Source: an optimization exercise on an open RTL-to-GDS flow (aim: small area, a short achievable clock period and few clock cycles per item). Production flows keep margins and buffers that such runs may drop.
Function not checked in this run: the RTL went through the layout flow alone.
No activity file was given, so power comes from the tool's default toggle rates.

`flow/flow/run.sh`:
```
#!/bin/bash
set -euo pipefail
cd "$(dirname "$0")/.."
bash standard.sh SETUP_SLACK_MARGIN=6.5 'BUFFER_PORTS_ARGS=-buffer_cell sky130_fd_sc_hd__buf_1' finish > standard.log 2>&1
```
`flow/design.v`:
```
module ts_dequant (
    input  wire        clk,
    input  wire        load,       
    input  wire        step,       
    input  wire [3:0]  nstep,      
    input  wire [31:0] k,          
    input  wire [4:0]  lz,         
    output wire [63:0] result      
);
    reg  [53:0] q;                 
    reg  [5:0]  d;                 
    reg  [5:0]  fm_q;              
    reg         ge_q;              
    wire [5:0]  f1_q = fm_q + 6'd1;
    reg  [6:0]  r;                 
    reg  [10:0] bexp;
    wire [31:0] kn = k << lz;
    wire        hi = kn[31:25] >= 7'd125;
    wire [10:0] e0 = 11'd1044 - {6'd0, lz};
    wire [10:0] e1 = 11'd1045 - {6'd0, lz};
    wire [6:0] tm;
    wire [127:0] tm_b0 = 128'h1333333333366666666664cccccccccc;
    assign tm[0] = tm_b0[r];
    wire [127:0] tm_b1 = 128'h0f0f0f0f0f0e1e1e1e1e1c3c3c3c3c3c;
    assign tm[1] = tm_b1[r];
    wire [127:0] tm_b2 = 128'h13cc33cc33c8679867986730cf30cf30;
    assign tm[2] = tm_b2[r];
    wire [127:0] tm_b3 = 128'h1c0fc3f03c0f87e0781f87c0f03f0fc0;
    assign tm[3] = tm_b3[r];
    wire [127:0] tm_b4 = 128'h1ff003ffc00ff8007fe007ff003ff000;
    assign tm[4] = tm_b4[r];
    wire [127:0] tm_b5 = 128'h1ffffc00000fffff800007ffffc00000;
    assign tm[5] = tm_b5[r];
    wire [127:0] tm_b6 = 128'h0aaaaaaaaaa55555555552aaaaaaaaaa;
    assign tm[6] = tm_b6[r];
    wire [6:0] tv;
    wire [127:0] tv_b0 = 128'h0cccccccccc9999999999b3333333333;
    assign tv[0] = tv_b0[r];
    wire [127:0] tv_b1 = 128'h03c3c3c3c3c787878787870f0f0f0f0f;
    assign tv[1] = tv_b1[r];
    wire [127:0] tv_b2 = 128'h0cf30cf30cf619e619e61bcc33cc33cc;
    assign tv[2] = tv_b2[r];
    wire [127:0] tv_b3 = 128'h0f03f0fc0f07e1f81e07e3f03c0fc3f0;
    assign tv[3] = tv_b3[r];
    wire [127:0] tv_b4 = 128'h0ffc00fff007fe001ff803ffc00ffc00;
    assign tv[4] = tv_b4[r];
    wire [127:0] tv_b5 = 128'h0fffff000007ffffe00003fffff00000;
    assign tv[5] = tv_b5[r];
    wire [127:0] tv_b6 = 128'h1aaaaaaaaaad5555555556aaaaaaaaaa;
    assign tv[6] = tv_b6[r];
    wire [5:0] fm;
    wire [127:0] fm_b0 = 128'h1333333333366666666664cccccccccc;
    assign fm[0] = fm_b0[r];
    wire [127:0] fm_b1 = 128'h1c3c3c3c3c387878787878f0f0f0f0f0;
    assign fm[1] = fm_b1[r];
    wire [127:0] fm_b2 = 128'h1fc03fc03fc07f807f807f00ff00ff00;
    assign fm[2] = fm_b2[r];
    wire [127:0] fm_b3 = 128'h1fffc0003fff80007fff8000ffff0000;
    assign fm[3] = fm_b3[r];
    wire [127:0] fm_b4 = 128'h1fffffffc00000007fffffff00000000;
    assign fm[4] = fm_b4[r];
    wire [127:0] fm_b5 = 128'h1fffffffffffffff8000000000000000;
    assign fm[5] = fm_b5[r];
    wire [7:0] uv = {1'b0, tv} + {2'b00, d};      
    wire [6:0] ut = tm + {1'b0, d};
    wire       ge = uv[7];
    wire [6:0] rn = ge ? uv[6:0] : ut;
    wire [32:0] z = hi ? {1'b0, kn} : {kn, 1'b0};
    reg  [5:0]  d_n;
    always @* begin
        case (nstep)
            4'd0:    d_n = z[20:15];
            4'd1:    d_n = z[14:9];
            4'd2:    d_n = z[8:3];
            4'd3:    d_n = {z[2:0], 3'b000};
            4'd7:    d_n = 6'b111110;
            default: d_n = 6'b000000;
        endcase
    end
    always @(posedge clk)
        r <= step ? rn : {1'b0, z[32:27]};
    always @(posedge clk) begin
        if (load) begin
            d    <= z[26:21];
            bexp <= (k == 32'd0) ? 11'd0 : hi ? e1 : e0;
        end else if (step) begin
            d    <= d_n;
        end
        if (step) begin
            fm_q <= fm;
            ge_q <= ge;
            q    <= {q[47:0], ge_q ? f1_q : fm_q};
        end
    end
    assign result = {1'b0, bexp, q[51:0]};
endmodule
module canser_rx (
    input  wire        clk,
    input  wire        rst,
    input  wire        in_valid,
    input  wire [7:0]  in_data,
    output wire        in_ready,
    output wire        out_valid,
    input  wire        out_ready,
    output wire [28:0] out_id,
    output wire [3:0]  out_dlc,
    output wire [63:0] out_data,
    output wire [31:0] out_ts_ms,
    output wire [63:0] out_ts
);
    localparam [7:0] START = 8'hAA;
    localparam [7:0] END   = 8'hBB;
    localparam       BUFN  = 19;         
    localparam [1:0] C_IDLE = 2'd0, C_RUN = 2'd1, C_DONE = 2'd2;
    reg [7:0]      rxb [0:BUFN-1];       
    reg [BUFN-1:0] occ;                  
    reg [BUFN-1:0] pres;
    integer p;
    always @* begin
        pres[0] = occ[0];
        for (p = 1; p < BUFN; p = p + 1)
            pres[p] = pres[p - 1] && occ[p];
    end
    reg [4:0]      skip;                 
    reg            skz;                  
    reg            held;                 
    reg            tsv;                  
    reg            ov_q;
    reg            ir_q;
    reg [1:0]      cst;                  
    reg [3:0]      cstep;
    reg [28:0] id_q;
    reg [3:0]  dlc_q;
    reg [63:0] data_q;
    reg [31:0] ts_ms_q;
    reg [4:0]  lz_q;
    wire [7:0] dlc_b    = rxb[5];
    wire       is_start = rxb[0] == START;
    wire       hdr      = pres[10];
    wire       id_ok    = rxb[6][7:5] == 3'b000;
    wire       h_ok     = id_ok && held;
    reg [8:0] dsel, fulls, fstay;
    integer e;
    always @* begin
        for (e = 0; e < 9; e = e + 1) begin
            dsel[e]  = dlc_b == e[7:0];
            fulls[e] = dsel[e] && pres[10 + e];
            fstay[e] = fulls[e] && (rxb[10 + e] == END);
        end
    end
    wire dlc_ok = |dsel;
    wire full   = |fulls;
    wire valid  = is_start && hdr && (|fstay) && id_ok;
    wire accept = occ[0] && !skz && valid && !held;
    wire drop1  = occ[0] && (skz || !is_start || (hdr && (!dlc_ok || (full && !((|fstay) && h_ok)))));
    wire in_fire = in_valid && ir_q;
    wire xfer    = ov_q && out_ready;
    wire [BUFN-1:0] mv = {BUFN{drop1}} | ~pres;
    integer j;
    always @(posedge clk) begin
        for (j = 0; j < BUFN - 1; j = j + 1)
            if (mv[j])
                rxb[j] <= rxb[j + 1];
        if (mv[BUFN-1])
            rxb[BUFN-1] <= in_data;
    end
    wire [BUFN-1:0] occ_n = (mv & {in_fire, occ[BUFN-1:1]}) | (~mv & occ);
    wire            skip1  = skip == 5'd1;
    wire [4:0]      skip_n = accept ? 5'd10 + {1'b0, dlc_b[3:0]} :
                             (skz && occ[0]) ? skip - 5'd1 : skip;
    wire            skz_n  = accept || (skz && !(skip1 && occ[0]));
    wire            held_n = accept || (held && !xfer);
    wire [31:0] ts_b = {rxb[1], rxb[2], rxb[3], rxb[4]};
    reg  [4:0]  lz_b;
    integer i;
    always @* begin
        lz_b = 5'd0;
        for (i = 0; i < 32; i = i + 1)
            if (ts_b[i]) lz_b = 5'd31 - i[4:0];
    end
    wire c_load = (cst == C_IDLE) && tsv;
    wire c_step = (cst == C_RUN);
    reg  [1:0] cst_n;
    always @* begin
        cst_n = cst;
        if ((!held && drop1 && !accept) || xfer)
            cst_n = C_IDLE;
        else if (c_load)
            cst_n = C_RUN;
        else if (c_step && cstep == 4'd9)
            cst_n = C_DONE;
    end
    always @(posedge clk) begin
        if (rst) begin
            occ   <= {BUFN{1'b0}};
            skip  <= 5'd0;
            skz   <= 1'b0;
            held  <= 1'b0;
            tsv   <= 1'b0;
            ov_q  <= 1'b0;
            ir_q  <= 1'b1;
            cst   <= C_IDLE;
            cstep <= 4'd0;
        end else begin
            occ   <= occ_n;
            skip  <= skip_n;
            skz   <= skz_n;
            held  <= held_n;
            tsv   <= !held && pres[4] && !(drop1 && !accept);
            ov_q  <= held_n && (cst_n == C_DONE);
            ir_q  <= !(&occ_n) || skz_n || !held_n;
            cst   <= cst_n;
            cstep <= c_load ? 4'd0 : c_step ? cstep + 4'd1 : cstep;
        end
    end
    integer k;
    always @(posedge clk) begin
        if (!held) begin
            id_q    <= {rxb[6][4:0], rxb[7], rxb[8], rxb[9]};
            dlc_q   <= dlc_b[3:0];
            ts_ms_q <= ts_b;
            lz_q    <= lz_b;
            for (k = 0; k < 8; k = k + 1)
                data_q[8*k +: 8] <= (k < dlc_b[3:0]) ? rxb[10 + k] : 8'd0;
        end
    end
    ts_dequant u_dequant (
        .clk    (clk),
        .load   (c_load),
        .step   (c_step),
        .nstep  (cstep),
        .k      (ts_ms_q),
        .lz     (lz_q),
        .result (out_ts)
    );
    assign in_ready  = ir_q;
    assign out_valid = ov_q;
    assign out_id    = id_q;
    assign out_dlc   = dlc_q;
    assign out_data  = data_q;
    assign out_ts_ms = ts_ms_q;
endmodule
```
`flow/standard.sh`:
```
#!/bin/bash
# synth_recipe.tcl (not shown) runs the flow's synth.tcl, then flattens the netlist and writes it again
# the make line also repeats each setting of config.mk as NAME=value (left out here)
make -C /OpenROAD-flow-scripts/flow DESIGN_CONFIG=/design/flow/config.mk WORK_HOME=/design/flow/orfs CLKGATE_MAP_FILE= SYNTH_SCRIPT=/design/flow/synth_recipe.tcl "${@:-finish}"
```
`flow/constraint.sdc`:
```
create_clock -name core_clock -period 10.0 [get_ports {clk}]
set_input_delay 2.0000 -clock core_clock [delete_from_list [all_inputs] [get_ports {clk}]]
set_output_delay 2.0000 -clock core_clock [all_outputs]
set_load 0.01 [all_outputs]
```
`flow/config.mk`:
```
export PLATFORM = sky130hd
export DESIGN_NAME = canser_rx
export DESIGN_NICKNAME = canser_rx
export VERILOG_FILES = /design/flow/design.v
export SDC_FILE = /design/flow/constraint.sdc
export NUM_CORES = 4
export LEC_CHECK = 0
export CAP_MARGIN = 20
export CORE_MARGIN = 2
export CORE_UTILIZATION = 62
export CTS_BUF_LIST = sky130_fd_sc_hd__clkbuf_8
export CTS_CLUSTER_DIAMETER = 60
export CTS_CLUSTER_SIZE = 15
export SLEW_MARGIN = 20
```
==> flow_summary.yaml <==
status:
  status: "no timing/DRC/antenna violations"
synth:
  synth.distinct_cells: 78
  synth-seq-cells: 403
  ys_warn_count: 3
  ys_seq_area_share_pct: 62.7
  synthFlopType: "edfxtp_1"
  async_flop_share_pct: 0
  yosys-top-cells-count: "edfxtp_1, nand2_1, nor2_1"
  yosysMostFrequentCell: "edfxtp_1"
  synth_top_cell_area_share_pct: 58.2
  synthCells: 1429
  synth_edf_count: 361
  synth_top_cell_by_area: "edfxtp_1"
  synth.cell_area_mm2: 0.0186
  syn_nets: 1481
  synth_area_leaders: "edfxtp_1, dfxtp_1, mux4_2, ha_1, a21oi_1"
  syn_area_per_cell_um2: 13.0
route:
  ant_nets: 0
  vias_per_cell: 6.20
  routed_wl_mm: 44.8
  wl_per_cell_um: 21.3
  drcViolationCount: 0
  vias: 13100
  initialDrtViolationCount: 1383
  first_pass_iters: 6
pwr:
  p_total_w: 0.00354
  p_leak_nw: 7.66
  power_density_mw_per_mm2: 165
  ir_drop_v: 0.000138
sta:
  tightest_slew_ns: 1.02
  finalHoldViolCount: 0
  max_freq_mhz: 286
  fin_skew_ns: 0.0266
  period_needed_ns: 3.50
  rsz0062_at_grt: "true"
  slew_headroom_pct: 31.8
  fin_crit_sh_pct: 35.0
  finalWorstSetupSlack_ns: 6.50
  setup_violations: 0
  fin_tns_setup_ns: 0
  maxSlewViolCount: 0
critical_path:
  path_cells: "clkinvlp_4 -> ha_4 -> or2_4 -> a22oi_2 -> o21ai_1 -> mux4_2 -> ha_4 -> fa_2 -> a21oi_2 -> nor2_1 -> nor2_2 -> o21bai_1 -> a21oi_1 -> xnor2_1 -> nand2_1 -> o211a_1"
  crit_path_top_delay_cell: "mux4_2"
  crit_path_end_kind: "flop"
  r2r_slack_ns: 6.50
  critPathRequiredTime_ns: 10.44
  r2r-start: "u_dequant.r[1]"
  cp-start-kind: "flop"
  slowest_delay_ns: 0.54
  reg2regPathDepth: 16
  rr_endpoint: "u_dequant.r[6]"
  path_common_cell: "ha_4"
  arrival_ns: 3.94
  crit_fanout: 6
  path_class: "flop to flop"
clock_tree:
  clock_latency_ns: 0.57
  clk_pin_slew_ns: 0.10
  clockRootBuffer: "clkbuf_8"
  htree_levels: 2
  cts.sinks: 403
  ctsHoldBuffers: 0
  cts_tree: "done"
  cts_buffers: 37
  cts_buffer_depth: 3
global_routing:
  use_met3_pct: 5.21
  grt_max_degree: 79
  met2_usage_pct: 44.4
  met1_usage_pct: 37.3
  antenna_found_initial: 1
  globalRouteOverflowTotal: 0
  grt_pass1_vias: 12100
  grt.busiest_layer: "met2"
  grt_pass1_wl_mm: 66.7
  grtUsageTotal_pct: 27.3
final_layout:
  layout-drive-gt1-share_pct: 14.9
  syn_to_final_growth_pct: 15.2
  fillCellCount: 2082
  layout.cells.non_filler: 2105
  finalNetCount: 1737
  post-route-util_pct: 72.5
floorplan:
  ios: 207
  core_area_mm2: 0.0296
  die_height_um: 177
  dieArea_mm2: 0.0315
  fp.dieW_um: 177
  initial_core_util_pct: 62.9
  rows: 63
place:
  port_buffers: 205
  gp_congestion: 0.902
  dp_worst_setup_slack_ns: 5.78
  dp.cells: 1963
  dp_hpwl_mm: 29.1
job:
  drv_cap: 0
min_path:
  hold_path.class: "flop to flop"
  holdPathEnd: "id_q[17]"
  worstHoldStart: "rxb[7][1]"
  hold_depth: 0
[cells by family (layout without fill, tap and decap cells)]
logic type	count (synthesis)	after routing	synth area share [%]
and+or+nand+nor	459	459	12.5
muxes	97	97	8.24
other	1	2	0.0201
AOI/OAI and AO/OA	283	285	9.59
adders and majority gates	42	42	2.87
buffers and inverters	114	397	2.71
xor gates and xnor gates	30	30	1.41
DFF	403	403	62.7
[registers in the layout (all words and copies together), names as in the netlist, 5 cells and up]
signal          flops
data_q             64
id_q               29
lz_q                5
occ                19
rxb               152
skip                5
ts_ms_q            32
u_dequant.bexp     10
u_dequant.d         6
u_dequant.fm_q      6
u_dequant.q        52
u_dequant.r         7
[how the worst max path moves through the flow]
stage,start,endpoint,slack [ns],depth (start not counted)
2_1_floorplan,held,rxb[12][0],6.21,6
3_3_place_gp,rxb[5][1],rxb[3][6],5.93,7
3_5_place_dp,rxb[5][1],rxb[3][6],5.78,7
4_1_cts,occ[0],rxb[18][1],6.47,9
5_1_grt,u_dequant.r[1],u_dequant.r[6],6.34,17
6_report,u_dequant.r[1],u_dequant.r[6],6.50,16
[layout make-up]
| type | instances | area (um^2) | share of cell area [%] |
|---|---|---|---|
| sequential | 403 | 11700 | 54.5 |
| multi-input combinational | 914 | 6770 | 31.5 |
| timing repair buffer | 286 | 1560 | 7.28 |
| clock buffer | 41 | 564 | 2.63 |
| tap | 390 | 488 | 2.27 |
| clock inverter | 27 | 186 | 0.868 |
| inverter | 40 | 180 | 0.839 |
| timing repair inverter | 3 | 17.5 | 0.0816 |
| antenna | 1 | 2.50 | 0.0117 |
[layer usage]
metal	vias to the layer above	wire length [um]	share of wire (%)
li1	5958	-	-
met1	6348	18300	41
met2	643	21500	48
met3	110	3580	8.0
met4	0	1370	3.1
met5	-	0	0
[timing repair]
item | in CTS | in global routing
cloned | 6 | 3
pin swaps | 4 | 23
setup buffers | 30 | 34
endpoints found under the hold margin | 0 | 0
gates resized for setup | 42 | 57
endpoints found under the setup margin | 181 | 138
[power by group]
group	switching, W	internal (W)
combinational	0.000329	0.000271
sequential	0.0000607	0.00190
clock	0.000555	0.000421
[worst max-delay path, delay by kind of cell, from the launching register on]
family	cells	cell delay, ns
xor+xnor	1	0.14
fa+ha+maj	3	0.86
compound gates	6	0.70
simple gates	4	0.53
mux	1	0.54
buf+inv	1	0.23
flops	1	0.40
[stage by stage]
step | instance area (um^2) | hold slack (ns)
floorplan | 18700 | 0.417
global placement | 19700 | 0.425
detailed placement | 19700 | 0.429
CTS | 20900 | 0.448
global route | 21500 | 0.449
finish | 21500 | 0.450
[cells in the final DEF (no fill, tap or decap), types with 6 or more instances in the layout]
cell / netlist / layout
edfxtp_1: 361 / 361
o31ai_1: 7 / 7
a21oi_2: 1 / 7
buf_1: 13 / 205
a211oi_1: 22 / 20
nor3_1: 29 / 29
dfxtp_4: 0 / 6
nand4b_1: 17 / 17
nor4_1: 28 / 24
buf_12: 1 / 7
and2_1: 14 / 14
o21bai_1: 8 / 8
ha_4: 0 / 6
o21ai_0: 62 / 56
xnor2_1: 20 / 20
nor2b_1: 64 / 62
clkbuf_8: 0 / 42
mux2i_1: 39 / 38
mux4_2: 22 / 24
a31oi_1: 20 / 20
nand2b_1: 12 / 11
mux4_1: 15 / 13
a21oi_1: 88 / 81
nor2_2: 0 / 6
xor2_1: 10 / 10
ha_1: 38 / 31
clkinvlp_4: 0 / 10
mux2_2: 18 / 18
nand4_1: 13 / 13
inv_1: 38 / 46
nand3_1: 25 / 22
o22ai_1: 7 / 6
nor3b_1: 8 / 8
dfxtp_1: 42 / 35
o211ai_1: 8 / 8
buf_4: 2 / 65
nand2_1: 114 / 112
nor2_1: 113 / 103
a221oi_1: 9 / 8

==> afterwards: timing with drivers on the ports <==
Ports are ideal in the flow. The routed layout listed here was re-timed in OpenROAD.
Step 1: set_driving_cell puts a clkbuf_16 on clk and a buf_2 on each other input, an assumption about the parent block.
Step 2 moves the port delays by t, midway between the first and last clock arrival at a register: inputs arrive t later, outputs are due t later. That takes back most of the time a late clock gives input paths.
Three values: no drivers, after step 1, after step 2; two values: the first two.
shift t [ns]: 0.601
setup WS [ns]: 6.503 / 6.503 / 6.331
worst setup path after step 2: input to register
After both steps this run still meets setup and hold. For this run, drivers alone change the setup slack by 0.000 ns; drivers and shift together by -0.172 ns.
